What follows belongs to an exercise in optimizing a design on an open flow for small area, a short achievable clock period and few clock cycles; a production flow would make more cautious choices. In this exercise RTL edits were held to simulation tests only and were not proved equivalent to the original. Power figures rest on the tool's default switching activity, not on a simulated workload.

==> design.v <==
module aurora_core (
    input  wire        clk,
    input  wire        rst,           
    output reg         mem_valid,
    output reg         mem_we,
    output reg         mem_wsize,     
    output reg  [26:0] mem_addr,
    output wire [31:0] mem_wdata,
    input  wire        mem_ready,
    input  wire [15:0] mem_rdata,
    output wire        halted,
    output wire [1:0]  fault_kind,
    output wire [31:0] fault_info,
    output wire [31:0] fault_pc,
    output wire [31:0] pc_out,
    output wire [31:0] psw_out,
    output wire [31:0] cycles_out,
    input  wire [4:0]  dbg_idx,
    output wire [31:0] dbg_rdata
);
    localparam [5:0] OP_SUB   = 6'b000010;
    localparam [5:0] OP_JMP   = 6'b000110;
    localparam [5:0] OP_MOV   = 6'b010000;
    localparam [5:0] OP_MOVEA = 6'b101000;
    localparam [5:0] OP_MOVHI = 6'b101111;
    localparam [5:0] OP_STB   = 6'b110100;
    localparam [5:0] OP_OUTW  = 6'b111111;
    localparam [1:0] F_DECODE   = 2'd0;
    localparam [1:0] F_UNMAP_RD = 2'd1;
    localparam [1:0] F_UNMAP_WR = 2'd2;
    localparam [1:0] F_RO_WR    = 2'd3;
    localparam [1:0] P_F = 2'd0;
    localparam [1:0] P_X = 2'd1;
    localparam [1:0] P_W = 2'd2;
    localparam [1:0] P_H = 2'd3;
    localparam [31:0] RESET_VECTOR = 32'hFFFFFFF0;
    function is_rom;
        input [26:0] a;
        is_rom = (a[26:24] == 3'b111);               
    endfunction
    function is_rw;
        input [26:0] a;
        is_rw = (a[26:16] == 11'h500);               
    endfunction
    function [31:1] onehot;
        input [4:0] idx;
        integer k;
        for (k = 1; k < 32; k = k + 1)
            onehot[k] = (idx == k);
    endfunction
    reg [31:0] regs [1:31];
    reg [31:0] pc;             
    reg        flag_z, flag_s, flag_ov, flag_cy;
    reg [31:0] cycles;
    reg [1:0]  ph;
    reg        hlt;
    reg [15:0] ir;
    reg [31:0] opr;            
    reg        opr_ok;         
    reg [31:1] rsel_q;         
    reg [4:0]  ridx_q;         
    reg [31:0] rd_q;           
    reg [1:0]  fkind;
    reg [1:0]  foff;           
    reg        e_we;           
    reg [4:0]  e_dst;
    reg        e_mov;          
    reg        e_sub;          
    reg        e_alu;          
    wire [5:0] opcode = ir[15:10];
    wire [4:0] reg1   = ir[4:0];
    wire [4:0] reg2   = ir[9:5];
    wire op_sub   = (opcode == OP_SUB);
    wire op_jmp   = (opcode == OP_JMP);
    wire op_mov   = (opcode == OP_MOV);
    wire op_movea = (opcode == OP_MOVEA);
    wire op_movhi = (opcode == OP_MOVHI);
    wire op_stb   = (opcode == OP_STB);
    wire op_outw  = (opcode == OP_OUTW);
    wire op_long  = op_movea | op_movhi | op_stb | op_outw;
    wire op_store = op_stb | op_outw;
    wire op_valid = op_sub | op_mov | op_long | op_jmp;
    wire in_f = (ph == P_F);
    wire in_x = (ph == P_X);
    wire in_w = (ph == P_W);
    wire in_h = (ph == P_H);
    wire [31:0] imm5_sx = {{27{ir[4]}}, ir[4:0]};
    wire       f_jmp = (mem_rdata[15:10] == OP_JMP);
    wire [31:0] add_a    = e_alu ? rd_q : {{16{mem_rdata[15]}}, mem_rdata};
    wire [31:0] e_b      = e_sub ? ~opr : opr;
    wire [32:0] e_full   = {1'b0, add_a} + {1'b0, e_b} + {32'd0, e_sub};
    wire [31:0] e_res    = e_mov ? rd_q : e_full[31:0];
    wire        rd_early = in_f | (in_x & op_mov) | in_h;
    wire [4:0]  rd_eidx  = in_h ? dbg_idx : mem_rdata[4:0];
    wire [4:0]  rd_idx   = rd_early ? rd_eidx : ridx_q;
    wire [31:1] rsel     = rd_early ? onehot(rd_eidx) : rsel_q;
    reg  [31:0] rp;
    integer i;
    always @(*) begin
        rp = 32'd0;
        for (i = 1; i < 32; i = i + 1)
            rp = rp | (regs[i] & {32{rsel[i]}});
    end
    wire        fwd_x  = in_x & op_mov & (reg2 == rd_eidx) & (reg2 != 5'd0);
    wire        fwd_e  = e_we & (e_dst == rd_idx);
    wire [31:0] rv     = fwd_x ? imm5_sx : fwd_e ? e_res : rp;
    assign dbg_rdata = rd_q;
    assign mem_wdata = rd_q;
    wire [31:0] ea      = e_full[31:0];
    wire [26:0] st_addr = op_outw ? {opr[26:2], 2'b00} : opr[26:0];
    wire        st_rw   = is_rw(st_addr);
    wire [26:0] fetch_addr = {pc[26:1], 1'b0};
    wire        fetch_ok   = is_rom(fetch_addr) | is_rw(fetch_addr);
    wire [1:0]  dec_off = in_h ? foff : 2'd1;
    wire [31:0] pc_dec  = pc - {29'd0, dec_off, 1'b0};
    wire x_stall = (op_sub | op_store) & !opr_ok;
    wire x_go    = op_valid & !x_stall;
    wire x_fetch = x_go & (op_mov | op_sub | op_long);
    always @(*) begin
        mem_valid = 1'b0;
        mem_we    = 1'b0;
        mem_wsize = 1'b0;
        mem_addr  = fetch_addr;
        case (ph)
            P_F: mem_valid = fetch_ok;
            P_X: mem_valid = fetch_ok & x_fetch;
            P_W: begin
                mem_valid = st_rw;
                mem_we    = 1'b1;
                mem_wsize = op_outw;
                mem_addr  = st_addr;
            end
            default: ;
        endcase
    end
    wire [31:0] wr_d   = rst ? 32'd0 : e_res;
    wire [31:1] wr_sel = onehot(e_dst);
    genvar gi;
    generate
        for (gi = 1; gi < 32; gi = gi + 1) begin : g_reg
            always @(posedge clk)
                if (rst | (e_we & wr_sel[gi]))
                    regs[gi] <= wr_d;
        end
    endgenerate
    reg        rsel_en;
    reg  [4:0] rsel_idx;
    always @(*) begin
        rsel_en  = 1'b0;
        rsel_idx = mem_rdata[9:5];
        case (ph)
            P_F: rsel_en = 1'b1;
            P_X: begin
                if (x_stall | op_long) begin
                    rsel_en  = 1'b1;
                    rsel_idx = reg2;
                end else if (op_mov | op_sub) begin
                    rsel_en  = 1'b1;
                    rsel_idx = op_mov ? mem_rdata[9:5] : mem_rdata[4:0];
                end
            end
            default: ;
        endcase
    end
    always @(posedge clk)
        if (rsel_en) begin
            rsel_q <= onehot(rsel_idx);
            ridx_q <= rsel_idx;
        end
    always @(posedge clk) begin
        if (rst) begin
            e_we    <= 1'b0;
            e_sub   <= 1'b0;
            e_alu   <= 1'b0;
            flag_z  <= 1'b0;
            flag_s  <= 1'b0;
            flag_ov <= 1'b0;
            flag_cy <= 1'b0;
        end else begin
            if (e_sub) begin
                flag_z  <= (e_res == 32'd0);
                flag_s  <= e_res[31];
                flag_ov <= (rd_q[31] ^ opr[31]) & (rd_q[31] ^ e_res[31]);
                flag_cy <= ~e_full[32];
            end
            e_dst <= reg2;
            e_mov <= op_mov;
            if (in_x & x_go & (op_mov | op_sub)) begin
                e_we  <= (reg2 != 5'd0);
                e_sub <= op_sub;
                e_alu <= op_sub;
            end else if (in_x & x_go & (op_movea | op_movhi) & fetch_ok & mem_ready) begin
                e_we  <= (reg2 != 5'd0);
                e_sub <= 1'b0;
                e_alu <= 1'b1;
            end else begin
                e_we  <= 1'b0;
                e_sub <= 1'b0;
                e_alu <= 1'b0;
            end
        end
    end
    always @(posedge clk) begin
        if (rst) begin
            ph      <= P_F;
            hlt     <= 1'b0;
            pc      <= RESET_VECTOR;
            cycles  <= 32'd0;
        end else begin
            case (ph)
                P_F: begin
                    if (!fetch_ok) begin
                        fkind <= F_UNMAP_RD;
                        foff  <= 2'd0;
                        ph    <= P_H;
                    end else if (mem_ready) begin
                        if (f_jmp) begin
                            pc     <= rv;
                            cycles <= cycles + 32'd3;
                        end else begin
                            ir     <= mem_rdata;
                            pc     <= pc + 32'd2;
                            opr    <= rv;
                            opr_ok <= 1'b1;
                            ph     <= P_X;
                        end
                    end
                end
                P_X: begin
                    if (!op_valid) begin
                        fkind <= F_DECODE;
                        foff  <= 2'd0;
                        opr   <= {16'h0000, ir};
                        pc    <= pc_dec;
                        ph    <= P_H;
                    end else if (x_stall) begin
                        opr    <= rv;
                        opr_ok <= 1'b1;
                    end else if (op_jmp) begin
                        pc     <= opr_ok ? opr : rv;
                        cycles <= cycles + 32'd3;
                        ph     <= P_F;
                    end else if (op_mov | op_sub) begin
                        cycles <= cycles + 32'd1;
                        rd_q   <= op_mov ? imm5_sx : rv;
                        if (!fetch_ok) begin
                            fkind <= F_UNMAP_RD;
                            foff  <= 2'd0;
                            ph    <= P_H;
                        end else if (mem_ready) begin
                            ir     <= mem_rdata;
                            pc     <= pc + 32'd2;
                            if (op_mov)
                                opr <= rv;
                            opr_ok <= op_mov;
                        end else begin
                            ph <= P_F;
                        end
                    end else begin
                        if (!fetch_ok) begin
                            fkind <= F_UNMAP_RD;
                            foff  <= 2'd1;
                            ph    <= P_H;
                        end else if (mem_ready) begin
                            pc <= pc + 32'd2;
                            if (op_store) begin
                                opr  <= ea;
                                rd_q <= rv;
                                ph   <= P_W;
                            end else begin
                                rd_q   <= opr_ok ? opr : rv;
                                opr    <= op_movhi ? {mem_rdata, 16'h0000} :
                                                     {{16{mem_rdata[15]}}, mem_rdata};
                                cycles <= cycles + 32'd1;
                                ph     <= P_F;
                            end
                        end else if (!opr_ok) begin
                            opr    <= rv;
                            opr_ok <= 1'b1;
                        end
                    end
                end
                P_W: begin
                    if (!st_rw) begin
                        fkind <= is_rom(st_addr) ? F_RO_WR : F_UNMAP_WR;
                        foff  <= 2'd2;
                        ph    <= P_H;
                    end else if (mem_ready) begin
                        cycles <= cycles + 32'd1;
                        ph     <= P_F;
                    end
                end
                default: begin
                    rd_q <= rv;
                    hlt  <= 1'b1;
                end
            endcase
        end
    end
    assign halted     = hlt;
    assign fault_kind = fkind;
    assign fault_info = (fkind == F_UNMAP_RD) ? pc : opr;
    assign fault_pc   = pc_dec;
    assign pc_out     = pc;
    assign cycles_out = cycles;
    assign psw_out = {16'h0000, 1'b1, 11'b0, flag_cy, flag_ov, flag_s, flag_z};
endmodule
==> run.sh <==
#!/bin/bash
# synth_recipe.tcl (not shown) runs the flow's synth.tcl, then flattens the netlist and writes it again
# the make line also repeats each setting of config.mk as NAME=value (left out here)
make -C /OpenROAD-flow-scripts/flow DESIGN_CONFIG=/design/flow/config.mk WORK_HOME=/design/flow/orfs CLKGATE_MAP_FILE= SYNTH_SCRIPT=/design/flow/synth_recipe.tcl finish
==> config.mk <==
export PLATFORM = sky130hd
export DESIGN_NAME = aurora_core
export DESIGN_NICKNAME = aurora_core
export VERILOG_FILES = /design/flow/design.v
export SDC_FILE = /design/flow/constraint.sdc
export NUM_CORES = 4
export LEC_CHECK = 0
export CAP_MARGIN = 20
export CORE_MARGIN = 2
export CORE_UTILIZATION = 35
export PLACE_DENSITY = 0.6
export SETUP_SLACK_MARGIN = 4.0
export SLEW_MARGIN = 20
==> constraint.sdc <==
create_clock -name core_clock -period 9.0 [get_ports {clk}]
set_input_delay 1.8000 -clock core_clock [delete_from_list [all_inputs] [get_ports {clk}]]
set_output_delay 1.8000 -clock core_clock [all_outputs]
set_load 0.01 [all_outputs]
==> flow_metrics.py, run 1 <==
metrics = {
    "sta": {
        "tightest_slew_ns": 1.134,
        "fin_setup_tns_ns": 0,
        "setup_viol": 0,
        "max_slew_margin": 0.2418,
        "timing.final.crit_share": 0.5619,
        "max_freq_mhz": 197.7,
        "post_layout_minimum_cycle_time_ns": 5.057,
        "final_critical_path_setup_slack_ns": 3.943,
        "timing.final.hold_violations": 0,
        "finalMaxSlewViolations": 0,
        "grt_setup_unrepaired": "yes",
        "clock-skew-final_ns": 0.08783,
    },
    "logic_synthesis": {
        "synth_sequential_area_ratio": 0.6308,
        "synthMuxAreaShare": 0.01721,
        "synth_top_area_frac": 0.6041,
        "synthArstFlopShare": 0,
        "synth.largest_area_cell": "sky130_fd_sc_hd__edfxtp_1",
        "synth_cell_types": 99,
        "cell_types_with_the_largest_area_share_after_synthesis": "sky130_fd_sc_hd__edfxtp_1 (60%), sky130_fd_sc_hd__a22oi_1 (4.8%), sky130_fd_sc_hd__dfxtp_1 (2.7%), sky130_fd_sc_hd__nand2_1 (2.3%), sky130_fd_sc_hd__a21oi_1 (1.9%)",
        "yosys_register_bits": 1193,
        "synthSimpleGateAreaFrac": 0.1015,
        "mappedNetlistArea_um2": 55620,
        "edff_count_synth": 1119,
        "avgSynthCellArea_um2": 12.44,
        "synth_top_family_by_area": "compound AO/OA/AOI/OAI gates",
        "postSynthCellCount": 4472,
        "synth_compound_gate_area_share": 0.1821,
        "post_synth_fa_ha_maj_area_fraction": 0.009943,
        "postSynth.topFlopCell": "sky130_fd_sc_hd__edfxtp_1",
        "yosys.area_share.xor_xnor": 0.01858,
        "yosys_warnings": 2,
    },
    "critical_path": {
        "critical_path.slowest_cell": "sky130_fd_sc_hd__or4b_4",
        "worstPathCellList": "ha_4 > nand2b_4 > ha_4 > fa_2 > or4b_4 > nor2_4 > nand4_1 > buf_6 > buf_6 > nor2_4 > xor2_1 > buf_2",
        "critPathTopFamily": "simple AND/OR/NAND/NOR gates",
        "setup.reg_to_reg.worst_slack_ns": 4.11,
        "crit_path_max_fanout": 5,
        "slowest_delay_ns": 0.53,
        "timing.rr.start": "ir[15]",
        "timing.rr.end": "opr[21]",
        "critPathCaptureType": "output port",
        "critical_path_at_ns": 3.26,
        "required_ns": 7.20,
        "critical_path_cell_count": 12,
        "timing_worst_setup_path_type": "flop to output port",
        "start_kind": "flop",
        "timing.critical_path.to": "fault_pc[23]",
        "critical_path.startpoint": "ph[1]",
        "path_buf_inv": 3,
        "reg2reg_depth": 14,
    },
    "clocking": {
        "max-clock-path-buffers": 3,
        "clkLatencyLatePin_ns": 0.79,
        "htreeDepth": 3,
        "cts_tree": "done",
        "clock_sinks": 1193,
        "tritoncts.num_buffers": 121,
        "cts_hold_repair.buffers": 0,
        "clock_tree.root_cell": "sky130_fd_sc_hd__clkbuf_16",
        "worst_setup_hold_path_clk_slew_ns": 0.06,
    },
    "power_and_ir_drop": {
        "power.static_leakage_uw": 0.02320,
        "combinationalPowerShare": 0.435,
        "p_clk_frac": 0.213,
        "power.sequential.fraction": 0.352,
        "p_int_uw": 13580,
        "power.density_nw_per_um2": 347.8,
        "power.net_switching_uw": 9729,
        "max-vdd-ir-drop_mv": 0.2077,
        "p_sw_frac": 0.4174,
    },
    "run_status": {
        "outcome": "timing/DRC/antenna clean",
    },
    "cells_and_area": {
        "syn_to_final_growth_pct": 20.52,
        "num-nets-final": 4832,
        "post_route_cells_drive_above_1_share": 0.1782,
        "end_of_flow_core_utilization": 0.4242,
        "final_design_area_no_fill_um2": 67030,
        "highest_count_cells_in_the_layout_ignoring_fill_and_taps": "sky130_fd_sc_hd__edfxtp_1 (1119), sky130_fd_sc_hd__a22oi_1 (357), sky130_fd_sc_hd__nand2_1 (334), sky130_fd_sc_hd__buf_4 (251), sky130_fd_sc_hd__nor2_1 (242)",
        "layout.filler_cells": 14470,
        "layout.cells.most_common": "sky130_fd_sc_hd__edfxtp_1",
        "final_cells": 6937,
    },
    "place": {
        "finalWeightedCongestion": 0.9443,
        "hpwlAfterDp_mm": 139.6,
        "dp_cells": 6588,
        "place_worst_setup_slack_ns": 1.741,
        "io_buffer_count": 252,
        "placed_cell_area_um2": 60900,
    },
    "min_path": {
        "hold_path.class": "flop to flop",
        "hold_path.startpoint": "flag_z",
        "hold-path-cell-count": 2,
    },
    "grt": {
        "grt_pass1_vias": 41210,
        "number_of_antenna_violations_at_the_first_check_in_global_routing": 10,
        "global_route.usage.total": 0.2717,
        "global_route_wire_length_before_repair_mm": 317.6,
        "gr-total-overflow": 0,
        "grt_start_max_net_pins": 57,
    },
    "job": {
        "cap_violations": 0,
    },
    "route": {
        "post_drt_wl_per_cell_um": 32.92,
        "post-route-drc-count": 0,
        "via_per_inst": 6.371,
        "initialDrtViolationCount": 7168,
        "count_of_vias_placed_by_the_detailed_router": 44200,
        "route.antenna.remaining_nets": 0,
        "drt_pre_antenna_iters": 6,
        "detail_route.wirelength_mm": 228.4,
    },
    "floorplanning": {
        "die_area_um2": 162100,
        "die_h_um": 402.6,
        "initial_utilization": 0.3520,
        "placeableCoreArea_um2": 158000,
        "num_rows": 146,
        "io_pins": 281,
        "die_x_extent_um": 402.6,
    },
}
state kept, by name (all words and copies together) (netlist names), 2 cells and up:
name	flops
cycles	32
foff	2
opr	32
e_dst	5
ridx_q	5
fkind	2
pc	32
rsel_q	31
regs	992
ir	16
ph	2
rd_q	32
area by class of cell:
cell class,count,area (um2),share of cell area
multi-input cells,2840,20510,0.3059
flip-flops and latches,1193,35100,0.5236
inverters,79,297.8,0.004442
well taps,2072,2592,0.03867
diodes,5,12.51,0.0001867
repair buffers,530,4682,0.06985
clock inverters,75,730.7,0.01090
clock buffers,143,3110,0.04640
synthesized netlist by cell type, types with 13 or more instances:
library cell and number:
sky130_fd_sc_hd__a2111oi_0 21, sky130_fd_sc_hd__buf_4 81, sky130_fd_sc_hd__edfxtp_1 1119, sky130_fd_sc_hd__mux2i_1 18, sky130_fd_sc_hd__a22o_1 35, sky130_fd_sc_hd__o21a_1 21, sky130_fd_sc_hd__and2_1 33, sky130_fd_sc_hd__a22oi_1 359
sky130_fd_sc_hd__xor2_1 70, sky130_fd_sc_hd__inv_1 77, sky130_fd_sc_hd__and3_1 51, sky130_fd_sc_hd__a211oi_1 96, sky130_fd_sc_hd__o211ai_1 33, sky130_fd_sc_hd__or3_1 20, sky130_fd_sc_hd__nor2b_1 18, sky130_fd_sc_hd__o211a_1 29
sky130_fd_sc_hd__clkbuf_1 189, sky130_fd_sc_hd__ha_1 41, sky130_fd_sc_hd__nand4_1 60, sky130_fd_sc_hd__mux2_2 69, sky130_fd_sc_hd__a222oi_1 35, sky130_fd_sc_hd__nor2_1 262, sky130_fd_sc_hd__dfxtp_1 74, sky130_fd_sc_hd__a21oi_1 212
sky130_fd_sc_hd__nor4_1 43, sky130_fd_sc_hd__a31oi_1 36, sky130_fd_sc_hd__o21ai_0 173, sky130_fd_sc_hd__o22ai_1 43, sky130_fd_sc_hd__a221o_1 27, sky130_fd_sc_hd__a211o_1 15, sky130_fd_sc_hd__buf_1 31, sky130_fd_sc_hd__buf_2 82
sky130_fd_sc_hd__nand3_1 124, sky130_fd_sc_hd__nand2b_1 18, sky130_fd_sc_hd__or4_1 16, sky130_fd_sc_hd__a21o_1 25, sky130_fd_sc_hd__and4_1 13, sky130_fd_sc_hd__nor3_1 82, sky130_fd_sc_hd__o31ai_1 27, sky130_fd_sc_hd__a221oi_1 66
sky130_fd_sc_hd__nand2_1 347, sky130_fd_sc_hd__xnor2_1 48
timing repair:
item                                    in CTS  in global routing
setup buffers                               88                 31
hold endpoints to repair                     0                  0
cloned                                       3                  1
resized for setup                          281                127
endpoints found under the setup margin     627                226
pin swaps                                   42                 33
power by group through the flow:
stage	registers [uW]	logic, uW	clock network, uW
floorplan	7980	5100	0
global placement	8240	9100	0
detailed placement	8280	9130	0
CTS	8170	9670	4990
global route	8280	10500	5190
finish	8210	10100	4970
layer usage:
layer | GRT usage | part of all wire
met5 | 0 | 0.00025
met4 | 0.1293 | 0.057
met3 | 0.06313 | 0.12
met2 | 0.4272 | 0.45
met1 | 0.3544 | 0.37
cell families after synthesis:
group | after synthesis
flip-flops | 1193
AO/OA/AOI/OAI | 1408
adder cells (fa/ha/maj) | 43
multiplexers | 87
XOR/XNOR | 118
other | 2
buffers and inverters | 468
AND/OR/NAND/NOR | 1153
metrics by stage:
| step | power, uW | hold slack, ns |
|---|---|---|
| finish | 23310 | 0.4582 |
| global route | 23930 | 0.4988 |
| CTS | 22840 | 0.4754 |
| detailed placement | 17410 | 0.4651 |
| global placement | 17340 | 0.4562 |
| floorplan | 13090 | 0.4168 |
how the worst min path moves through the flow:
stage                     endpoint  slack, ns
final                       flag_z       0.46
after global routing        flag_z       0.50
after CTS                  flag_cy       0.48
after detailed placement   flag_cy       0.47
after global placement         hlt       0.46
after floorplan             flag_z       0.42
worst min-delay path, cell delays in order (launching register included):
cell	delay, ns
sky130_fd_sc_hd__dfxtp_1	0.32
sky130_fd_sc_hd__nand2_1	0.06
sky130_fd_sc_hd__nand2_1	0.04
Testbench counts, summed over its fixed seeds: cycles 57,737.
==> run 2, diff against run 1 <==
--- a/design.v
+++ b/design.v
@@ -57,16 +57,15 @@
     reg [15:0] ir;
     reg [31:0] opr;            
     reg        opr_ok;         
-    reg [31:1] rsel_q;         
     reg [4:0]  ridx_q;         
     reg [31:0] rd_q;           
     reg [1:0]  fkind;
     reg [1:0]  foff;           
+    reg [31:0] fpc;            
     reg        e_we;           
     reg [4:0]  e_dst;
     reg        e_mov;          
     reg        e_sub;          
-    reg        e_alu;          
     wire [5:0] opcode = ir[15:10];
     wire [4:0] reg1   = ir[4:0];
     wire [4:0] reg2   = ir[9:5];
@@ -86,33 +85,34 @@
     wire in_h = (ph == P_H);
     wire [31:0] imm5_sx = {{27{ir[4]}}, ir[4:0]};
     wire       f_jmp = (mem_rdata[15:10] == OP_JMP);
-    wire [31:0] add_a    = e_alu ? rd_q : {{16{mem_rdata[15]}}, mem_rdata};
     wire [31:0] e_b      = e_sub ? ~opr : opr;
-    wire [32:0] e_full   = {1'b0, add_a} + {1'b0, e_b} + {32'd0, e_sub};
+    wire [32:0] e_full   = {1'b0, rd_q} + {1'b0, e_b} + {32'd0, e_sub};
     wire [31:0] e_res    = e_mov ? rd_q : e_full[31:0];
     wire        rd_early = in_f | (in_x & op_mov) | in_h;
     wire [4:0]  rd_eidx  = in_h ? dbg_idx : mem_rdata[4:0];
     wire [4:0]  rd_idx   = rd_early ? rd_eidx : ridx_q;
-    wire [31:1] rsel     = rd_early ? onehot(rd_eidx) : rsel_q;
-    reg  [31:0] rp;
-    integer i;
-    always @(*) begin
-        rp = 32'd0;
-        for (i = 1; i < 32; i = i + 1)
-            rp = rp | (regs[i] & {32{rsel[i]}});
-    end
+    wire [31:0] rp;
+    wire [991:0] regs_flat;
+    genvar gr;
+    generate
+        for (gr = 1; gr < 32; gr = gr + 1) begin : g_flat
+            assign regs_flat[(gr-1)*32 +: 32] = regs[gr];
+        end
+    endgenerate
+    aurora_rf_read u_rd (.r(regs_flat), .sel(onehot(rd_idx)), .rp(rp));
     wire        fwd_x  = in_x & op_mov & (reg2 == rd_eidx) & (reg2 != 5'd0);
     wire        fwd_e  = e_we & (e_dst == rd_idx);
     wire [31:0] rv     = fwd_x ? imm5_sx : fwd_e ? e_res : rp;
     assign dbg_rdata = rd_q;
     assign mem_wdata = rd_q;
-    wire [31:0] ea      = e_full[31:0];
+    wire [31:0] ea      = opr + {{16{mem_rdata[15]}}, mem_rdata};
     wire [26:0] st_addr = op_outw ? {opr[26:2], 2'b00} : opr[26:0];
     wire        st_rw   = is_rw(st_addr);
     wire [26:0] fetch_addr = {pc[26:1], 1'b0};
     wire        fetch_ok   = is_rom(fetch_addr) | is_rw(fetch_addr);
-    wire [1:0]  dec_off = in_h ? foff : 2'd1;
-    wire [31:0] pc_dec  = pc - {29'd0, dec_off, 1'b0};
+    wire [31:0] pc_dec  = pc - {29'd0, foff, 1'b0};
+    always @(posedge clk)
+        fpc <= pc_dec;
     wire x_stall = (op_sub | op_store) & !opr_ok;
     wire x_go    = op_valid & !x_stall;
     wire x_fetch = x_go & (op_mov | op_sub | op_long);
@@ -163,15 +163,12 @@
         endcase
     end
     always @(posedge clk)
-        if (rsel_en) begin
-            rsel_q <= onehot(rsel_idx);
+        if (rsel_en)
             ridx_q <= rsel_idx;
-        end
     always @(posedge clk) begin
         if (rst) begin
             e_we    <= 1'b0;
             e_sub   <= 1'b0;
-            e_alu   <= 1'b0;
             flag_z  <= 1'b0;
             flag_s  <= 1'b0;
             flag_ov <= 1'b0;
@@ -188,15 +185,12 @@
             if (in_x & x_go & (op_mov | op_sub)) begin
                 e_we  <= (reg2 != 5'd0);
                 e_sub <= op_sub;
-                e_alu <= op_sub;
             end else if (in_x & x_go & (op_movea | op_movhi) & fetch_ok & mem_ready) begin
                 e_we  <= (reg2 != 5'd0);
                 e_sub <= 1'b0;
-                e_alu <= 1'b1;
             end else begin
                 e_we  <= 1'b0;
                 e_sub <= 1'b0;
-                e_alu <= 1'b0;
             end
         end
     end
@@ -229,9 +223,8 @@
                 P_X: begin
                     if (!op_valid) begin
                         fkind <= F_DECODE;
-                        foff  <= 2'd0;
+                        foff  <= 2'd1;
                         opr   <= {16'h0000, ir};
-                        pc    <= pc_dec;
                         ph    <= P_H;
                     end else if (x_stall) begin
                         opr    <= rv;
@@ -293,6 +286,10 @@
                 default: begin
                     rd_q <= rv;
                     hlt  <= 1'b1;
+                    if (!hlt && fkind == F_DECODE) begin
+                        pc   <= pc_dec;
+                        foff <= 2'd0;
+                    end
                 end
             endcase
         end
@@ -300,8 +297,20 @@
     assign halted     = hlt;
     assign fault_kind = fkind;
     assign fault_info = (fkind == F_UNMAP_RD) ? pc : opr;
-    assign fault_pc   = pc_dec;
+    assign fault_pc   = fpc;
     assign pc_out     = pc;
     assign cycles_out = cycles;
     assign psw_out = {16'h0000, 1'b1, 11'b0, flag_cy, flag_ov, flag_s, flag_z};
 endmodule
+module aurora_rf_read (
+    input  wire [991:0] r,
+    input  wire [31:1]  sel,
+    output reg  [31:0]  rp
+);
+    integer i;
+    always @(*) begin
+        rp = 32'd0;
+        for (i = 1; i < 32; i = i + 1)
+            rp = rp | (r[(i-1)*32 +: 32] & {32{sel[i]}});
+    end
+endmodule
--- a/config.mk
+++ b/config.mk
@@ -9,5 +9,6 @@
 export CORE_MARGIN = 2
 export CORE_UTILIZATION = 35
 export PLACE_DENSITY = 0.6
-export SETUP_SLACK_MARGIN = 4.0
+export SETUP_SLACK_MARGIN = 5.0
 export SLEW_MARGIN = 20
+export SYNTH_HIERARCHICAL = 1
==> run 2 against run 1 <==
Final cell count shrank 1.4%. Wire length shrank 9.9%. Core utilization grew 2.6 points. Non-clock buffer count grew 125. Via count shrank 6.2%. Synthesized cell count shrank 6.0%. Sequential share of layout area shrank 2.2 points. Worst hold slack lost 0.0088 ns. Count of clock-buffer cells in the layout grew 28. Setup slack gained 0.22 ns. Fmax grew 4.6%. Largest power group unchanged.
==> flow_metrics.py, run 2 <==
metrics = {
    "route": {
        "drt_pre_antenna_iters": 6,
        "topRoutingLayerUsed": "met5",
        "met3RoutedLength_mm": 20.00,
        "route.antenna.remaining_nets": 0,
        "total_met2_wirelength_after_detailed_routing_mm": 94.37,
        "post_drt_wl_per_cell_um": 30.08,
        "wire_length_the_detailed_router_placed_on_met1_mm": 80.81,
        "count_of_vias_placed_by_the_detailed_router": 41460,
        "post-route-drc-count": 0,
        "initialDrtViolationCount": 5416,
        "detail_route.wirelength_mm": 205.7,
        "via_per_inst": 6.062,
    },
    "power_and_ir_drop": {
        "power.sequential.fraction": 0.356,
        "p_clk_frac": 0.189,
        "max-vdd-ir-drop_mv": 0.1890,
        "p_sw_frac": 0.3952,
        "combinationalPowerShare": 0.455,
        "power.density_nw_per_um2": 399.0,
        "power.net_switching_uw": 10930,
        "power.static_leakage_uw": 0.02429,
        "p_int_uw": 16720,
    },
    "run_status": {
        "outcome": "timing/DRC/antenna clean",
    },
    "logic_synthesis": {
        "postSynthCellCount": 4202,
        "synth_top_area_frac": 0.6036,
        "cell_types_with_the_largest_area_share_after_synthesis": "sky130_fd_sc_hd__edfxtp_1 (60%), sky130_fd_sc_hd__a22oi_1 (5.7%), sky130_fd_sc_hd__dfxtp_1 (3.9%), sky130_fd_sc_hd__o21ai_0 (1.9%), sky130_fd_sc_hd__a21oi_1 (1.9%)",
        "synth_compound_gate_area_share": 0.1698,
        "synth.largest_area_cell": "sky130_fd_sc_hd__edfxtp_1",
        "yosys_register_bits": 1193,
        "avgSynthCellArea_um2": 12.88,
        "yosys_warnings": 9,
        "mappedNetlistArea_um2": 54120,
        "synth_sequential_area_ratio": 0.6425,
        "synthMuxAreaShare": 0.01840,
        "synth_top_family_by_area": "compound AO/OA/AOI/OAI gates",
        "postSynth.topFlopCell": "sky130_fd_sc_hd__edfxtp_1",
        "yosysMostFrequentCell": "sky130_fd_sc_hd__edfxtp_1",
        "edff_count_synth": 1088,
        "synthArstFlopShare": 0,
        "post_synth_fa_ha_maj_area_fraction": 0.01822,
        "yosys.area_share.xor_xnor": 0.02261,
        "synth_top_cells_by_count": "sky130_fd_sc_hd__edfxtp_1 (1088), sky130_fd_sc_hd__a22oi_1 (409), sky130_fd_sc_hd__nor2_1 (261)",
        "synthSimpleGateAreaFrac": 0.09640,
        "synth_cell_types": 104,
    },
    "floorplanning": {
        "io_pins": 281,
        "die_area_um2": 157800,
        "die_h_um": 397.2,
        "num_rows": 144,
        "die_x_extent_um": 397.2,
        "initial_utilization": 0.3518,
        "placeableCoreArea_um2": 153900,
    },
    "grt": {
        "number_of_antenna_violations_at_the_first_check_in_global_routing": 12,
        "grt_pass1_vias": 38790,
        "gr-total-overflow": 0,
        "global_route_wire_length_before_repair_mm": 288.0,
        "global_route.usage.total": 0.2511,
        "grt_start_max_net_pins": 60,
    },
    "sta": {
        "clock-skew-final_ns": 0.04617,
        "fin_setup_tns_ns": 0,
        "timing.final.crit_share": 0.5374,
        "max_freq_mhz": 206.7,
        "max_slew_margin": 0.2690,
        "tightest_slew_ns": 1.096,
        "whs_ns": 0.4494,
        "finalMaxSlewViolations": 0,
        "timing.final.hold_violations": 0,
        "post_layout_minimum_cycle_time_ns": 4.837,
        "grt_setup_unrepaired": "yes",
        "setup_viol": 0,
    },
    "clocking": {
        "clock_tree.root_cell": "sky130_fd_sc_hd__clkbuf_16",
        "clock_sinks": 1193,
        "clkLatencyLatePin_ns": 0.79,
        "worst_setup_hold_path_clk_slew_ns": 0.07,
        "tritoncts.num_buffers": 130,
        "htreeDepth": 4,
        "cts_hold_repair.buffers": 0,
        "cts_tree": "done",
        "max-clock-path-buffers": 3,
    },
    "critical_path": {
        "critical_path_at_ns": 5.36,
        "critPathCaptureType": "flop",
        "timing_worst_setup_path_type": "input port to flop",
        "start_kind": "input port",
        "required_ns": 9.52,
        "crit_path_max_fanout": 13,
    },
    "place": {
        "hpwlAfterDp_mm": 128.1,
        "io_buffer_count": 252,
        "finalWeightedCongestion": 0.9454,
    },
    "cells_and_area": {
        "multi_input_comb_area_um2": 20780,
        "layout.cells.most_common": "sky130_fd_sc_hd__edfxtp_1",
        "layout.filler_cells": 13650,
        "post_route_cells_drive_above_1_share": 0.2559,
        "syn_to_final_growth_pct": 28.03,
        "num-nets-final": 4794,
        "seqCellArea_um2": 34790,
        "regMostFlops": "regs",
        "largest_register_ffs": 992,
        "highest_count_cells_in_the_layout_ignoring_fill_and_taps": "sky130_fd_sc_hd__edfxtp_1 (1088), sky130_fd_sc_hd__a22oi_1 (327), sky130_fd_sc_hd__buf_4 (242), sky130_fd_sc_hd__nand2_1 (218), sky130_fd_sc_hd__nor2_1 (196)",
    },
    "min_path": {
        "hold_path.class": "flop to flop",
    },
    "job": {
        "cap_violations": 0,
    },
}
==> run 2: critical path, stage by stage <==
cell                              delay [ns]
sky130_fd_sc_hd__clkdlybuf4s15_2        0.34
sky130_fd_sc_hd__mux2_4                 0.37
sky130_fd_sc_hd__mux2_4                 0.37
sky130_fd_sc_hd__nand2_8                0.12
sky130_fd_sc_hd__nor2_4                 0.08
sky130_fd_sc_hd__buf_12                 0.16
sky130_fd_sc_hd__a22oi_2                0.15
sky130_fd_sc_hd__nand4_1                0.36
sky130_fd_sc_hd__or4_4                  0.63
sky130_fd_sc_hd__mux2_4                 0.31
sky130_fd_sc_hd__a21oi_4                0.15
sky130_fd_sc_hd__buf_12                 0.16
sky130_fd_sc_hd__a2111oi_2              0.06
sky130_fd_sc_hd__a211o_1                0.25
==> run 2: path summary, 6_finish.rpt <==
check                    start  endpoint  slack, ns  cells past startpoint
setup reg to reg        ir[15]   opr[12]       4.19                     16
setup / recovery  mem_rdata[0]   opr[12]       4.16                     14
hold / removal           pc[0]    fpc[0]       0.45                      0
hold reg to reg          pc[0]    fpc[0]       0.45                      0
==> run 2: final cells by class <==
| type | instances | area share |
|---|---|---|
| repair buffers | 655 | 0.09975 |
| diodes | 4 | 0.0001445 |
| clock inverters | 59 | 0.008234 |
| well taps | 2044 | 0.03691 |
| flip-flops and latches | 1193 | 0.5021 |
| clock buffers | 171 | 0.05081 |
| multi-input cells | 2676 | 0.3000 |
| inverters | 37 | 0.002113 |
==> run 2: metrics by stage <==
stage,setup slack (ns),instances,util,total power (uW),area (um2)
final,4.163,6839,0.4503,27640,69290
after global routing,4.157,6839,0.4503,28510,69290
after CTS,4.181,6745,0.4390,26460,67540
after detailed placement,2.159,6320,0.3859,19390,59380
after global placement,2.213,6318,0.3857,19230,59340
after floorplan,4.429,4228,-,14920,54630
==> run 2: cells by family after synthesis <==
family                     Yosys count
AOI/OAI and AO/OA                 1285
other                                2
xor gates and xnor gates           138
muxes                               92
buffers and inverters              365
adders and majority gates           77
and+or+nand+nor                   1050
DFF                               1193
==> run 2: timing repair <==
| action | in CTS | in global routing |
|---|---|---|
| pin swaps | 166 | 142 |
| gates resized for setup | 649 | 278 |
| hold endpoints to repair | 0 | 0 |
| cloned | 20 | 6 |
| setup buffers | 175 | 83 |
| setup endpoints to repair | 814 | 394 |
==> run 2: per-layer routing <==
layer,global-route usage,vias to the layer above
met1,0.3346,20750
li1,-,17650
met4,0.1188,2
met2,0.3915,2572
met5,0,-
met3,0.05238,487
==> run 2: Yosys stat by module (local to each module, per instance) <==
module | flops+latches | copies in the design | area (um2)
aurora_core | 1193 | 1 | 48800
aurora_rf_read | 0 | 1 | 5328
==> run 2: power groups by stage <==
stage	logic [uW]	clock network, uW	registers, uW
floorplan	5380	0	9540
global placement	9270	0	9960
detailed placement	9360	0	10000
CTS	11400	5270	9830
global route	13000	5490	9980
finish	12600	5210	9850
Testbench counts of run 2, summed over its fixed seeds: cycles 57,737.
==> run 3, diff against run 2 <==
--- a/design.v
+++ b/design.v
@@ -29,10 +29,10 @@
     localparam [1:0] F_UNMAP_RD = 2'd1;
     localparam [1:0] F_UNMAP_WR = 2'd2;
     localparam [1:0] F_RO_WR    = 2'd3;
-    localparam [1:0] P_F = 2'd0;
-    localparam [1:0] P_X = 2'd1;
-    localparam [1:0] P_W = 2'd2;
-    localparam [1:0] P_H = 2'd3;
+    localparam [3:0] P_F = 4'b0001;
+    localparam [3:0] P_X = 4'b0010;
+    localparam [3:0] P_W = 4'b0100;
+    localparam [3:0] P_H = 4'b1000;
     localparam [31:0] RESET_VECTOR = 32'hFFFFFFF0;
     function is_rom;
         input [26:0] a;
@@ -42,6 +42,11 @@
         input [26:0] a;
         is_rw = (a[26:16] == 11'h500);               
     endfunction
+    function [6:0] decode;
+        input [5:0] op;
+        decode = {op == OP_OUTW, op == OP_STB, op == OP_MOVHI, op == OP_MOVEA,
+                  op == OP_MOV, op == OP_JMP, op == OP_SUB};
+    endfunction
     function [31:1] onehot;
         input [4:0] idx;
         integer k;
@@ -52,9 +57,10 @@
     reg [31:0] pc;             
     reg        flag_z, flag_s, flag_ov, flag_cy;
     reg [31:0] cycles;
-    reg [1:0]  ph;
+    reg [3:0]  ph;
     reg        hlt;
     reg [15:0] ir;
+    reg [6:0]  ird;            
     reg [31:0] opr;            
     reg        opr_ok;         
     reg [4:0]  ridx_q;         
@@ -69,20 +75,20 @@
     wire [5:0] opcode = ir[15:10];
     wire [4:0] reg1   = ir[4:0];
     wire [4:0] reg2   = ir[9:5];
-    wire op_sub   = (opcode == OP_SUB);
-    wire op_jmp   = (opcode == OP_JMP);
-    wire op_mov   = (opcode == OP_MOV);
-    wire op_movea = (opcode == OP_MOVEA);
-    wire op_movhi = (opcode == OP_MOVHI);
-    wire op_stb   = (opcode == OP_STB);
-    wire op_outw  = (opcode == OP_OUTW);
+    wire op_sub   = ird[0];
+    wire op_jmp   = ird[1];
+    wire op_mov   = ird[2];
+    wire op_movea = ird[3];
+    wire op_movhi = ird[4];
+    wire op_stb   = ird[5];
+    wire op_outw  = ird[6];
     wire op_long  = op_movea | op_movhi | op_stb | op_outw;
     wire op_store = op_stb | op_outw;
     wire op_valid = op_sub | op_mov | op_long | op_jmp;
-    wire in_f = (ph == P_F);
-    wire in_x = (ph == P_X);
-    wire in_w = (ph == P_W);
-    wire in_h = (ph == P_H);
+    wire in_f = ph[0];
+    wire in_x = ph[1];
+    wire in_w = ph[2];
+    wire in_h = ph[3];
     wire [31:0] imm5_sx = {{27{ir[4]}}, ir[4:0]};
     wire       f_jmp = (mem_rdata[15:10] == OP_JMP);
     wire [31:0] e_b      = e_sub ? ~opr : opr;
@@ -121,17 +127,16 @@
         mem_we    = 1'b0;
         mem_wsize = 1'b0;
         mem_addr  = fetch_addr;
-        case (ph)
-            P_F: mem_valid = fetch_ok;
-            P_X: mem_valid = fetch_ok & x_fetch;
-            P_W: begin
-                mem_valid = st_rw;
-                mem_we    = 1'b1;
-                mem_wsize = op_outw;
-                mem_addr  = st_addr;
-            end
-            default: ;
-        endcase
+        if (in_f)
+            mem_valid = fetch_ok;
+        if (in_x)
+            mem_valid = fetch_ok & x_fetch;
+        if (in_w) begin
+            mem_valid = st_rw;
+            mem_we    = 1'b1;
+            mem_wsize = op_outw;
+            mem_addr  = st_addr;
+        end
     end
     wire [31:0] wr_d   = rst ? 32'd0 : e_res;
     wire [31:1] wr_sel = onehot(e_dst);
@@ -148,19 +153,17 @@
     always @(*) begin
         rsel_en  = 1'b0;
         rsel_idx = mem_rdata[9:5];
-        case (ph)
-            P_F: rsel_en = 1'b1;
-            P_X: begin
-                if (x_stall | op_long) begin
-                    rsel_en  = 1'b1;
-                    rsel_idx = reg2;
-                end else if (op_mov | op_sub) begin
-                    rsel_en  = 1'b1;
-                    rsel_idx = op_mov ? mem_rdata[9:5] : mem_rdata[4:0];
-                end
+        if (in_f)
+            rsel_en = 1'b1;
+        if (in_x) begin
+            if (x_stall | op_long) begin
+                rsel_en  = 1'b1;
+                rsel_idx = reg2;
+            end else if (op_mov | op_sub) begin
+                rsel_en  = 1'b1;
+                rsel_idx = op_mov ? mem_rdata[9:5] : mem_rdata[4:0];
             end
-            default: ;
-        endcase
+        end
     end
     always @(posedge clk)
         if (rsel_en)
@@ -201,8 +204,8 @@
             pc      <= RESET_VECTOR;
             cycles  <= 32'd0;
         end else begin
-            case (ph)
-                P_F: begin
+            case (1'b1)
+                in_f: begin
                     if (!fetch_ok) begin
                         fkind <= F_UNMAP_RD;
                         foff  <= 2'd0;
@@ -213,6 +216,7 @@
                             cycles <= cycles + 32'd3;
                         end else begin
                             ir     <= mem_rdata;
+                            ird    <= decode(mem_rdata[15:10]);
                             pc     <= pc + 32'd2;
                             opr    <= rv;
                             opr_ok <= 1'b1;
@@ -220,7 +224,7 @@
                         end
                     end
                 end
-                P_X: begin
+                in_x: begin
                     if (!op_valid) begin
                         fkind <= F_DECODE;
                         foff  <= 2'd1;
@@ -242,6 +246,7 @@
                             ph    <= P_H;
                         end else if (mem_ready) begin
                             ir     <= mem_rdata;
+                            ird    <= decode(mem_rdata[15:10]);
                             pc     <= pc + 32'd2;
                             if (op_mov)
                                 opr <= rv;
@@ -273,7 +278,7 @@
                         end
                     end
                 end
-                P_W: begin
+                in_w: begin
                     if (!st_rw) begin
                         fkind <= is_rom(st_addr) ? F_RO_WR : F_UNMAP_WR;
                         foff  <= 2'd2;
==> flow/run.sh (new file) <==
#!/bin/bash
# The standard layout (the standard.sh: standard synthesis, then ORFS to
# finish), with the port buffers made from sky130_fd_sc_hd__buf_2 instead of
# the slow delay buffer buffer_ports picks by default. Every input and output
# port still gets its own buffer. Each step's full output goes to a log here.
set -euo pipefail
export BUFFER_PORTS_ARGS="-buffer_cell sky130_fd_sc_hd__buf_2"
bash standard.sh synth > synth.log 2>&1
bash standard.sh > layout.log 2>&1
==> standard.sh (new file) <==
#!/bin/bash
# synth_recipe.tcl (not shown) runs the flow's synth.tcl, then flattens the netlist and writes it again
# the make line also repeats each setting of config.mk as NAME=value (left out here)
make -C /OpenROAD-flow-scripts/flow DESIGN_CONFIG=/design/flow/config.mk WORK_HOME=/design/flow/orfs CLKGATE_MAP_FILE= SYNTH_SCRIPT=/design/flow/synth_recipe.tcl "${@:-finish}"
removed: run.sh
==> run 3 against run 2 <==
Synthesized area is 1.2% lower. Flip-flop and latch count is 9 higher. Non-clock buffer count is 9 higher. Fmax is 4.6% higher. Clock power is 7.9% lower. Synthesized cell count is 3.7% lower. Final cell count is 2.5% lower. Power is 17% lower. Worst hold slack worse by 0.060 ns. Critical path type unchanged. Highest routed layer is now met4.
==> flow_metrics.py, run 3 <==
metrics = {
    "run_status": {
        "outcome": "timing/DRC/antenna clean",
    },
    "clocking": {
        "cts_tree": "done",
        "worst_setup_hold_path_clk_slew_ns": 0.07,
        "htreeDepth": 3,
        "clkLatencyLatePin_ns": 0.78,
        "tritoncts.num_buffers": 121,
        "clock_sinks": 1202,
        "cts_hold_repair.buffers": 0,
        "clock_tree.root_cell": "sky130_fd_sc_hd__clkbuf_16",
        "max-clock-path-buffers": 3,
    },
    "grt": {
        "global_route_wire_length_before_repair_mm": 281.3,
        "number_of_antenna_violations_at_the_first_check_in_global_routing": 5,
        "gr-total-overflow": 0,
        "grt_start_max_net_pins": 68,
        "global_route.usage.total": 0.2471,
        "grt_pass1_vias": 37900,
    },
    "logic_synthesis": {
        "synth_top_area_frac": 0.6150,
        "synthArstFlopShare": 0,
        "synth_cell_types": 99,
        "synth.largest_area_cell": "sky130_fd_sc_hd__edfxtp_1",
        "yosys_warnings": 9,
        "postSynth.topFlopCell": "sky130_fd_sc_hd__edfxtp_1",
        "edff_count_synth": 1095,
        "cell_types_with_the_largest_area_share_after_synthesis": "sky130_fd_sc_hd__edfxtp_1 (62%), sky130_fd_sc_hd__a22oi_1 (5.6%), sky130_fd_sc_hd__dfxtp_1 (4.0%), sky130_fd_sc_hd__nor2_1 (1.8%), sky130_fd_sc_hd__xor2_1 (1.7%)",
        "synth_sequential_area_ratio": 0.6551,
        "yosysMostFrequentCell": "sky130_fd_sc_hd__edfxtp_1",
        "synth_top_cells_by_count": "sky130_fd_sc_hd__edfxtp_1 (1095), sky130_fd_sc_hd__a22oi_1 (398), sky130_fd_sc_hd__nor2_1 (259)",
        "postSynthCellCount": 4046,
        "yosys_register_bits": 1202,
        "avgSynthCellArea_um2": 13.21,
        "mappedNetlistArea_um2": 53470,
    },
    "cells_and_area": {
        "multi_input_comb_area_um2": 19930,
        "highest_count_cells_in_the_layout_ignoring_fill_and_taps": "sky130_fd_sc_hd__edfxtp_1 (1095), sky130_fd_sc_hd__a22oi_1 (312), sky130_fd_sc_hd__buf_2 (245), sky130_fd_sc_hd__buf_4 (241), sky130_fd_sc_hd__nor2_1 (202)",
        "post_route_cells_drive_above_1_share": 0.3027,
        "final_cells": 6669,
        "layout.filler_cells": 13390,
        "largest_register_ffs": 992,
        "final_design_area_no_fill_um2": 67470,
        "layout.cells.most_common": "sky130_fd_sc_hd__edfxtp_1",
        "seqCellArea_um2": 35050,
        "num-nets-final": 4634,
        "regMostFlops": "regs",
        "syn_to_final_growth_pct": 26.20,
    },
    "floorplanning": {
        "die_x_extent_um": 394.8,
        "die_h_um": 394.8,
        "placeableCoreArea_um2": 151900,
        "io_pins": 281,
        "die_area_um2": 155900,
        "num_rows": 143,
        "initial_utilization": 0.3520,
    },
    "min_path": {
        "hold-path-cell-count": 0,
        "hold_path.class": "flop to flop",
        "timing.hold.worst_endpoint": "fpc[0]",
        "hold_path.startpoint": "pc[0]",
    },
    "route": {
        "detail_route.wirelength_mm": 203.3,
        "count_of_vias_placed_by_the_detailed_router": 40690,
        "post-route-drc-count": 0,
        "drt_pre_antenna_iters": 6,
        "post_drt_wl_per_cell_um": 30.49,
        "initialDrtViolationCount": 5731,
        "via_per_inst": 6.101,
        "route.antenna.remaining_nets": 0,
    },
    "place": {
        "dp_cells": 6147,
        "finalWeightedCongestion": 1.001,
        "placed_cell_area_um2": 57500,
        "place_worst_setup_slack_ns": 3.089,
        "io_buffer_count": 252,
        "hpwlAfterDp_mm": 120.3,
    },
    "power_and_ir_drop": {
        "power.static_leakage_uw": 0.02380,
        "max-vdd-ir-drop_mv": 0.2022,
        "power.density_nw_per_um2": 340.9,
    },
    "critical_path": {
        "setup.reg_to_reg.worst_slack_ns": 4.46,
        "critical_path.slowest_cell": "sky130_fd_sc_hd__or4_4",
        "critical_path_at_ns": 5.16,
        "critPathCaptureType": "flop",
        "worstPathCellList": "buf_12 > mux2_4 > mux2i_4 > nand2b_4 > buf_12 > nor2_4 > clkbuf_16 > buf_4 > a22oi_2 > nand4_1 > or4_4 > a31oi_4 > o21ai_4 > a221o_1",
        "reg2reg_depth": 18,
        "crit_path_max_fanout": 7,
        "slowest_delay_ns": 0.66,
        "start_kind": "input port",
        "required_ns": 9.54,
        "timing.rr.start": "ird[2]",
        "timing.rr.end": "opr[26]",
        "worst_path_most_repeated_cell": "sky130_fd_sc_hd__buf_12",
        "timing_worst_setup_path_type": "input port to flop",
    },
    "sta": {
        "post_layout_minimum_cycle_time_ns": 4.625,
        "timing.final.crit_share": 0.5139,
        "timing.final.hold_violations": 0,
        "fin_setup_tns_ns": 0,
        "clock-skew-final_ns": 0.05993,
        "finalMaxSlewViolations": 0,
        "max_slew_margin": 0.2871,
        "grt_setup_unrepaired": "yes",
        "final_critical_path_setup_slack_ns": 4.375,
        "tightest_slew_ns": 1.069,
        "setup_viol": 0,
        "whs_ns": 0.3890,
        "max_freq_mhz": 216.2,
    },
    "job": {
        "cap_violations": 0,
    },
}
==> run 3: cell types whose count changed in the layout (fill, tap and decap cells not counted), sizes merged, moves of 25 or more <==
cell,change
buf,+232
clkdlybuf4s50,-169
o21ai,-61
a21oi,-27
clkbuf,-26
nand2,-25
==> run 3: layer usage <==
metal,vias up,global-route usage,wire [um],part of all wire
met3,554,0.04880,22030,0.11
met5,-,0,0,0
met2,2675,0.3894,93160,0.46
met1,20430,0.3231,76360,0.38
li1,17030,-,-,-
met4,0,0.1272,11800,0.058
==> run 3: metrics by stage <==
stage | utilization | total power (uW)
final | 0.4442 | 23000
after global routing | 0.4441 | 23660
after CTS | 0.4320 | 22060
after detailed placement | 0.3785 | 15540
after global placement | 0.3781 | 15420
after floorplan | - | 12600
==> run 3: logic make-up (layout without fill, tap and decap cells) <==
group	after synthesis	after routing	synth area share
buffers and inverters	377	929	0.03314
muxes	79	79	0.01648
and+or+nand+nor	974	983	0.09047
other	2	32	0.0001405
xor gates and xnor gates	156	156	0.02570
AOI/OAI and AO/OA	1184	1186	0.1617
DFF	1202	1202	0.6551
adders and majority gates	72	72	0.01727
==> run 3: repair_timing <==
action                                  in CTS  in global routing
endpoints found under the setup margin     873                561
gates cloned                                31                 11
buffers inserted                           159                 97
pin swaps                                  219                180
gates resized for setup                    509                170
==> run 3: worst max-delay path by stage <==
stage	startpoint	end	slack [ns]
after global routing	mem_rdata[0]	opr[3]	4.32
final	mem_rdata[2]	rd_q[28]	4.37
after detailed placement	mem_rdata[3]	opr[23]	3.09
after global placement	mem_rdata[3]	opr[24]	3.11
after floorplan	mem_rdata[2]	opr[3]	4.18
after CTS	pc[20]	mem_valid	4.48
==> run 3: layout make-up <==
| class | count | area share |
|---|---|---|
| antenna | 4 | 0.0001483 |
| clock buffer | 163 | 0.04753 |
| clock inverter | 57 | 0.007640 |
| inverter | 45 | 0.002522 |
| multi-input combinational | 2504 | 0.2953 |
| sequential | 1202 | 0.5194 |
| tap | 2030 | 0.03764 |
| timing repair buffer | 664 | 0.08973 |
==> run 3: worst max-delay path: cells and delay by family <==
family / cells / cell delay [ns]
compound gates: 4 / 0.85
buf+inv: 4 / 0.58
mux: 2 / 0.53
simple gates: 4 / 1.37
==> run 3: modules after synthesis, one instance, submodules excluded <==
module	cell area, um2	times used
aurora_core	48140	1
aurora_rf_read	5328	1
==> run 3: where the power goes <==
group | total [uW] | switching [uW] | internal, uW
clock network | 4800 | 2160 | 2640
registers | 8790 | 735 | 8050
logic | 9410 | 5780 | 3630
Testbench counts of run 3, summed over its fixed seeds: cycles 57,737.
==> run 4, diff against run 3 <==
==> run.sh (new file) <==
#!/bin/bash
# synth_recipe.tcl (not shown) runs the flow's synth.tcl, then flattens the netlist and writes it again
# the make line also repeats each setting of config.mk as NAME=value (left out here)
make -C /OpenROAD-flow-scripts/flow DESIGN_CONFIG=/design/flow/config.mk WORK_HOME=/design/flow/orfs CLKGATE_MAP_FILE= SYNTH_SCRIPT=/design/flow/synth_recipe.tcl finish
--- a/config.mk
+++ b/config.mk
@@ -8,7 +8,8 @@
 export CAP_MARGIN = 20
 export CORE_MARGIN = 2
 export CORE_UTILIZATION = 35
+export CTS_BUF_LIST = sky130_fd_sc_hd__clkbuf_8
 export PLACE_DENSITY = 0.6
-export SETUP_SLACK_MARGIN = 5.0
+export SETUP_SLACK_MARGIN = 4.5
 export SLEW_MARGIN = 20
 export SYNTH_HIERARCHICAL = 1
removed: flow/run.sh
removed: standard.sh
==> run 4 against run 3 <==
Still clean. Synthesized cell count stayed put. Register-to-register slack worse by 0.02 ns. First-iteration DRC count is 3.5% lower. Synthesized area stayed put. Power is 6.8% lower. Count of clock-buffer cells in the layout is 36 higher. Design area is 3.6% lower. Critical endpoint is now rd_q[10]. Largest cell class unchanged. Largest power group is now sequential cells.
==> flow_metrics.py, run 4 <==
metrics = {
    "power_and_ir_drop": {
        "power.sequential.fraction": 0.413,
        "power.static_leakage_uw": 0.02291,
        "p_sw_frac": 0.3788,
        "p_int_uw": 13310,
        "p_clk_frac": 0.210,
        "max-vdd-ir-drop_mv": 0.1759,
        "power.density_nw_per_um2": 329.4,
        "totalPowerFinal_uw": 21430,
        "power.net_switching_uw": 8117,
        "combinationalPowerShare": 0.376,
    },
    "min_path": {
        "hold-path-cell-count": 0,
        "hold_path.startpoint": "pc[0]",
        "timing.hold.worst_endpoint": "fpc[0]",
        "hold_path.class": "flop to flop",
    },
    "clocking": {
        "max-clock-path-buffers": 3,
        "tritoncts.num_buffers": 193,
        "cts_hold_repair.buffers": 0,
        "clock_sinks": 1202,
        "clock_tree.root_cell": "sky130_fd_sc_hd__clkbuf_8",
        "cts_tree": "done",
        "clkLatencyLatePin_ns": 0.95,
        "htreeDepth": 4,
        "worst_setup_hold_path_clk_slew_ns": 0.07,
    },
    "logic_synthesis": {
        "avgSynthCellArea_um2": 13.21,
        "synth_top_area_frac": 0.6150,
        "mappedNetlistArea_um2": 53470,
        "synth_top_family_by_area": "compound AO/OA/AOI/OAI gates",
        "post_synth_fa_ha_maj_area_fraction": 0.01727,
        "synthMuxAreaShare": 0.01648,
        "edff_count_synth": 1095,
        "synth.largest_area_cell": "sky130_fd_sc_hd__edfxtp_1",
        "yosysMostFrequentCell": "sky130_fd_sc_hd__edfxtp_1",
        "cell_types_with_the_largest_area_share_after_synthesis": "sky130_fd_sc_hd__edfxtp_1 (62%), sky130_fd_sc_hd__a22oi_1 (5.6%), sky130_fd_sc_hd__dfxtp_1 (4.0%), sky130_fd_sc_hd__nor2_1 (1.8%), sky130_fd_sc_hd__xor2_1 (1.7%)",
        "yosys_warnings": 9,
        "yosys.area_share.xor_xnor": 0.02570,
        "synthArstFlopShare": 0,
        "yosys_register_bits": 1202,
        "synth_compound_gate_area_share": 0.1617,
        "synth_top_cells_by_count": "sky130_fd_sc_hd__edfxtp_1 (1095), sky130_fd_sc_hd__a22oi_1 (398), sky130_fd_sc_hd__nor2_1 (259)",
        "postSynth.topFlopCell": "sky130_fd_sc_hd__edfxtp_1",
        "synth_cell_types": 99,
        "postSynthCellCount": 4046,
        "synthSimpleGateAreaFrac": 0.09047,
        "synth_sequential_area_ratio": 0.6551,
    },
    "critical_path": {
        "worst_path_most_repeated_cell": "sky130_fd_sc_hd__buf_12",
        "critical_path.slowest_cell": "sky130_fd_sc_hd__or4_4",
        "slowest_delay_ns": 0.57,
        "critical_path_at_ns": 5.24,
        "critPathCaptureType": "flop",
        "timing_worst_setup_path_type": "input port to flop",
        "timing.rr.start": "e_sub",
        "reg2reg_depth": 10,
        "start_kind": "input port",
        "crit_path_max_fanout": 8,
        "worstPathCellList": "buf_12 > mux2_4 > mux2i_4 > or2_4 > buf_12 > buf_12 > nor2_4 > buf_12 > buf_4 > a22oi_2 > nand4_1 > or4_4 > o211ai_1 > nand2_2 > a221o_1",
        "required_ns": 9.65,
        "timing.rr.end": "regs[25][28]",
        "setup.reg_to_reg.worst_slack_ns": 4.44,
    },
    "place": {
        "place_worst_setup_slack_ns": 2.441,
        "finalWeightedCongestion": 1.007,
        "placed_cell_area_um2": 58590,
        "hpwlAfterDp_mm": 120.9,
        "io_buffer_count": 252,
    },
    "floorplanning": {
        "io_pins": 281,
        "placeableCoreArea_um2": 151900,
        "die_area_um2": 155900,
        "num_rows": 143,
        "initial_utilization": 0.3520,
        "die_h_um": 394.8,
        "die_x_extent_um": 394.8,
    },
    "sta": {
        "finalMaxSlewViolations": 0,
        "setup_viol": 0,
        "clock-skew-final_ns": 0.06559,
        "fin_setup_tns_ns": 0,
        "max_freq_mhz": 217.8,
        "final_critical_path_setup_slack_ns": 4.408,
        "grt_setup_unrepaired": "yes",
        "tightest_slew_ns": 1.057,
        "post_layout_minimum_cycle_time_ns": 4.592,
        "max_slew_margin": 0.2930,
        "timing.final.crit_share": 0.5102,
        "timing.final.hold_violations": 0,
    },
    "run_status": {
        "outcome": "timing/DRC/antenna clean",
    },
    "route": {
        "detail_route.wirelength_mm": 193.1,
        "drt_pre_antenna_iters": 9,
        "via_per_inst": 6.009,
        "initialDrtViolationCount": 5528,
        "route.antenna.remaining_nets": 0,
        "post-route-drc-count": 0,
        "count_of_vias_placed_by_the_detailed_router": 39980,
        "post_drt_wl_per_cell_um": 29.02,
    },
    "grt": {
        "globalRoute.busiestLayer": "met2",
        "number_of_antenna_violations_at_the_first_check_in_global_routing": 7,
        "grt_pass1_vias": 37260,
        "global_route_wire_length_before_repair_mm": 270.2,
        "met1_usage": 0.3091,
        "grt_start_max_net_pins": 65,
        "globalRouteMet2Util": 0.3713,
        "use_met3": 0.05128,
        "gr-total-overflow": 0,
        "global_route.usage.total": 0.2360,
    },
    "cells_and_area": {
        "syn_to_final_growth_pct": 21.67,
        "final_design_area_no_fill_um2": 65050,
        "largest_register_ffs": 992,
        "layout.cells.most_common": "sky130_fd_sc_hd__edfxtp_1",
        "regMostFlops": "regs",
        "num-nets-final": 4548,
        "post_route_cells_drive_above_1_share": 0.1952,
        "highest_count_cells_in_the_layout_ignoring_fill_and_taps": "sky130_fd_sc_hd__edfxtp_1 (1095), sky130_fd_sc_hd__a22oi_1 (380), sky130_fd_sc_hd__clkdlybuf4s50_1 (236), sky130_fd_sc_hd__nor2_1 (206), sky130_fd_sc_hd__nand2_1 (202)",
    },
    "job": {
        "cap_violations": 0,
    },
}
[run 4: cell types whose count changed in the layout (fill, tap and decap cells not counted), moves of 24 or more]
cell	previous run	this run
sky130_fd_sc_hd__a22oi_1	312	380
sky130_fd_sc_hd__buf_6	79	20
sky130_fd_sc_hd__o21ai_0	101	131
sky130_fd_sc_hd__buf_2	245	1
sky130_fd_sc_hd__clkbuf_8	0	200
sky130_fd_sc_hd__clkbuf_1	41	0
sky130_fd_sc_hd__clkbuf_16	129	4
sky130_fd_sc_hd__a21oi_1	137	161
sky130_fd_sc_hd__inv_1	41	113
sky130_fd_sc_hd__clkdlybuf4s50_1	0	236
sky130_fd_sc_hd__buf_12	60	33
sky130_fd_sc_hd__buf_4	241	194
sky130_fd_sc_hd__a22oi_2	87	19
[run 4: metal layers]
layer	vias up	routed length, um	part of all wire
met5	-	0	0
met4	0	9973	0.052
met3	510	20110	0.10
met2	2676	89380	0.46
met1	19920	73660	0.38
li1	16880	-	-
[run 4: critical path, delay by kind of cell]
family	cells	cell delay, ns
AO/OA/AOI/OAI	3	0.77
buffers and inverters	5	0.59
multiplexers	2	0.57
AND/OR/NAND/NOR	5	1.49
[run 4: stage by stage]
stage	hold WS, ns	instances	util
3_3_place_gp	0.4241	6142	0.3855
3_5_place_dp	0.4287	6143	0.3857
2_1_floorplan	0.3586	4072	-
6_report	0.4402	6654	0.4282
5_1_grt	0.4496	6647	0.4281
4_1_cts	0.4403	6588	0.4208
[run 4: cell type report]
| class | instances | area, um2 |
|---|---|---|
| diodes | 13 | 32.53 |
| clock buffers | 199 | 2739 |
| clock inverters | 155 | 905.9 |
| fillers | 13720 | 86850 |
| inverters | 45 | 181.4 |
| multi-input cells | 2497 | 18340 |
| flip-flops and latches | 1202 | 35050 |
| well taps | 2030 | 2540 |
| repair buffers | 513 | 5271 |
[run 4: how the worst max path moves through the flow]
stage | start | slack [ns] | cells past startpoint | to
after floorplan | mem_rdata[2] | 4.18 | 16 | opr[3]
after global placement | mem_rdata[3] | 2.38 | 14 | opr[6]
after detailed placement | mem_rdata[3] | 2.44 | 14 | opr[6]
after CTS | pc[19] | 4.21 | 6 | mem_valid
after global routing | e_sub | 4.33 | 13 | flag_z
final | mem_rdata[3] | 4.41 | 15 | rd_q[10]
[run 4: cell families after synthesis]
logic type,Yosys count
xor+xnor,156
mux,79
compound gates,1184
fa+ha+maj,72
buf+inv,377
flops,1202
other cells,2
simple gates,974
[run 4: power by group through the flow]
stage	Clock, uW	Sequential [uW]	Combinational, uW
2_1_floorplan	0	8600	3930
3_3_place_gp	0	8890	6720
3_5_place_dp	0	8940	6800
4_1_cts	4560	8820	7430
5_1_grt	4810	8950	8420
6_report	4500	8860	8060
[run 4: modules after synthesis, one instance, submodules excluded]
module	flops+latches	cells	times used
aurora_rf_read	0	733	1
aurora_core	1202	3313	1
[run 4: timing repair]
item / 4_1_cts / 5_1_grt
pin swaps: 41 / 71
setup buffers: 81 / 47
gates cloned: 10 / 6
resized for setup: 211 / 150
setup endpoints to repair: 443 / 322
==> run 5, diff against run 4 <==
--- a/config.mk
+++ b/config.mk
@@ -13,3 +13,4 @@
 export SETUP_SLACK_MARGIN = 4.5
 export SLEW_MARGIN = 20
 export SYNTH_HIERARCHICAL = 1
+export TNS_END_PERCENT = 10
==> run 5 against run 4 <==
Sequential share of layout area grew 0.67 points. Critical endpoint is now rd_q[31]. Via count is 0.96% higher. Design area shrank 1.2%. Still clean. Largest cell class unchanged. Fmax decreased by 2.1%.
==> flow_metrics.py, run 5 <==
metrics = {
    "run_status": {
        "outcome": "timing/DRC/antenna clean",
    },
    "logic_synthesis": {
        "synthSimpleGateAreaFrac": 0.09047,
        "synth_top_area_frac": 0.6150,
        "edff_count_synth": 1095,
        "synthMuxAreaShare": 0.01648,
        "synth.largest_area_cell": "sky130_fd_sc_hd__edfxtp_1",
        "cell_types_with_the_largest_area_share_after_synthesis": "sky130_fd_sc_hd__edfxtp_1 (62%), sky130_fd_sc_hd__a22oi_1 (5.6%), sky130_fd_sc_hd__dfxtp_1 (4.0%), sky130_fd_sc_hd__nor2_1 (1.8%), sky130_fd_sc_hd__xor2_1 (1.7%)",
        "synth_top_family_by_area": "compound AO/OA/AOI/OAI gates",
        "yosys_register_bits": 1202,
        "synth_sequential_area_ratio": 0.6551,
        "yosysMostFrequentCell": "sky130_fd_sc_hd__edfxtp_1",
        "postSynth.topFlopCell": "sky130_fd_sc_hd__edfxtp_1",
    },
    "clocking": {
        "htreeDepth": 4,
        "max-clock-path-buffers": 3,
        "clock_sinks": 1202,
        "clock_tree.root_cell": "sky130_fd_sc_hd__clkbuf_8",
        "worst_setup_hold_path_clk_slew_ns": 0.08,
    },
    "cells_and_area": {
        "post_route_cells_drive_above_1_share": 0.1858,
        "layout.filler_cells": 13860,
        "num-nets-final": 4551,
        "final_cells": 6647,
    },
    "floorplanning": {
        "io_pins": 281,
        "placeableCoreArea_um2": 151900,
        "die_x_extent_um": 394.8,
        "die_h_um": 394.8,
        "die_area_um2": 155900,
        "initial_utilization": 0.3520,
    },
    "power_and_ir_drop": {
        "combinationalPowerShare": 0.378,
        "p_clk_frac": 0.211,
        "power.static_leakage_uw": 0.02259,
        "max-vdd-ir-drop_mv": 0.2014,
    },
    "sta": {
        "setup_viol": 0,
        "max_slew_margin": 0.2032,
        "timing.final.hold_violations": 0,
        "tightest_slew_ns": 1.187,
        "post_layout_minimum_cycle_time_ns": 4.691,
        "grt_setup_unrepaired": "yes",
        "finalMaxSlewViolations": 0,
    },
    "min_path": {
        "hold_path.class": "flop to flop",
    },
    "critical_path": {
        "worstPathCellList": "buf_6 > mux2_4 > mux2i_4 > nand2b_4 > buf_6 > buf_4 > nor2_4 > buf_4 > a22oi_1 > nand4_1 > or4_4 > a21oi_2 > a21o_1 > a31oi_2 > mux2i_1 > o41ai_1",
        "crit_path_max_fanout": 19,
        "critical_path_at_ns": 5.39,
        "slowest_delay_ns": 0.62,
    },
    "route": {
        "count_of_vias_placed_by_the_detailed_router": 40370,
        "via_per_inst": 6.073,
        "route.antenna.remaining_nets": 0,
    },
    "grt": {
        "gr-total-overflow": 0,
        "grt_start_max_net_pins": 45,
    },
    "place": {
        "io_buffer_count": 252,
    },
}
## run 5: metrics by stage
step / instance area [um2] / worst slack [ns] / util
floorplan: 53700 / 4.027 / -
global placement: 58580 / 1.936 / 0.3856
detailed placement: 58620 / 1.922 / 0.3859
CTS: 63600 / 4.119 / 0.4187
global route: 64240 / 4.331 / 0.4229
finish: 64250 / 4.309 / 0.4230
## run 5: Yosys stat by module (local to each module, per instance)
module | cells inside | flip-flops and latches
aurora_core | 3313 | 1202
aurora_rf_read | 733 | 0
## run 5: worst paths after layout
check                                  start  depth (start not counted)  slack (ns)       end
worst max-delay path            mem_rdata[2]                         16        4.31  rd_q[31]
worst min-delay path                   pc[0]                          0        0.47    fpc[0]
worst max register to register         ph[3]                         15        4.37  rd_q[31]
worst min register to register         pc[0]                          0        0.47    fpc[0]
## run 5: logic make-up after synthesis
logic type               count (synthesis)
XOR/XNOR                               156
flip-flops                            1202
buffers and inverters                  377
AND/OR/NAND/NOR                        974
other                                    2
adder cells (fa/ha/maj)                 72
multiplexers                            79
AO/OA/AOI/OAI                         1184
## run 5: worst max-delay path: cells and delay by family
kind | cells | cell delay, ns
AND/OR/NAND/NOR | 4 | 1.23
buffers and inverters | 4 | 0.62
multiplexers | 3 | 0.89
AO/OA/AOI/OAI | 5 | 0.80
## run 5: area by class of cell
class	instances	area, um2	area share
Antenna cell	4	10.01	0.0001558
Clock buffer	206	2835	0.04413
Clock inverter	150	835.8	0.01301
Inverter	45	181.4	0.002824
Multi-Input combinational cell	2503	18080	0.2814
Sequential cell	1202	35050	0.5455
Tap cell	2030	2540	0.03953
Timing Repair Buffer	507	4723	0.07351
## run 5: routing by layer
metal	global-route usage	wire [um]	vias to the layer above
li1	-	-	16900
met1	0.3214	75830	20120
met2	0.3562	84960	2824
met3	0.06305	22540	525
met4	0.1119	9713	4
met5	0	31	-
## run 5: timing repair
action                     CTS  global route
buffers inserted            81            45
setup endpoints to repair  376           391
gates cloned                 9             1
pin swaps                   57            11
gates resized for setup    194            60
## run 5: power by group through the flow
stage | sequential, uW | combinational (uW) | clock (uW)
after floorplan | 8600 | 3890 | 0
after global placement | 8870 | 6940 | 0
after detailed placement | 8920 | 7040 | 0
after CTS | 8820 | 7620 | 4580
after global routing | 8900 | 8420 | 4820
final | 8810 | 8120 | 4540

Re-timed with assumed drivers on the ports (clkbuf_16 on the clock, buf_2 on other inputs), run 5 has 4.350 ns of setup slack against 4.309 ns with ideal ports, and 3.359 ns once port delays also move by the mid clock arrival of 0.991 ns.
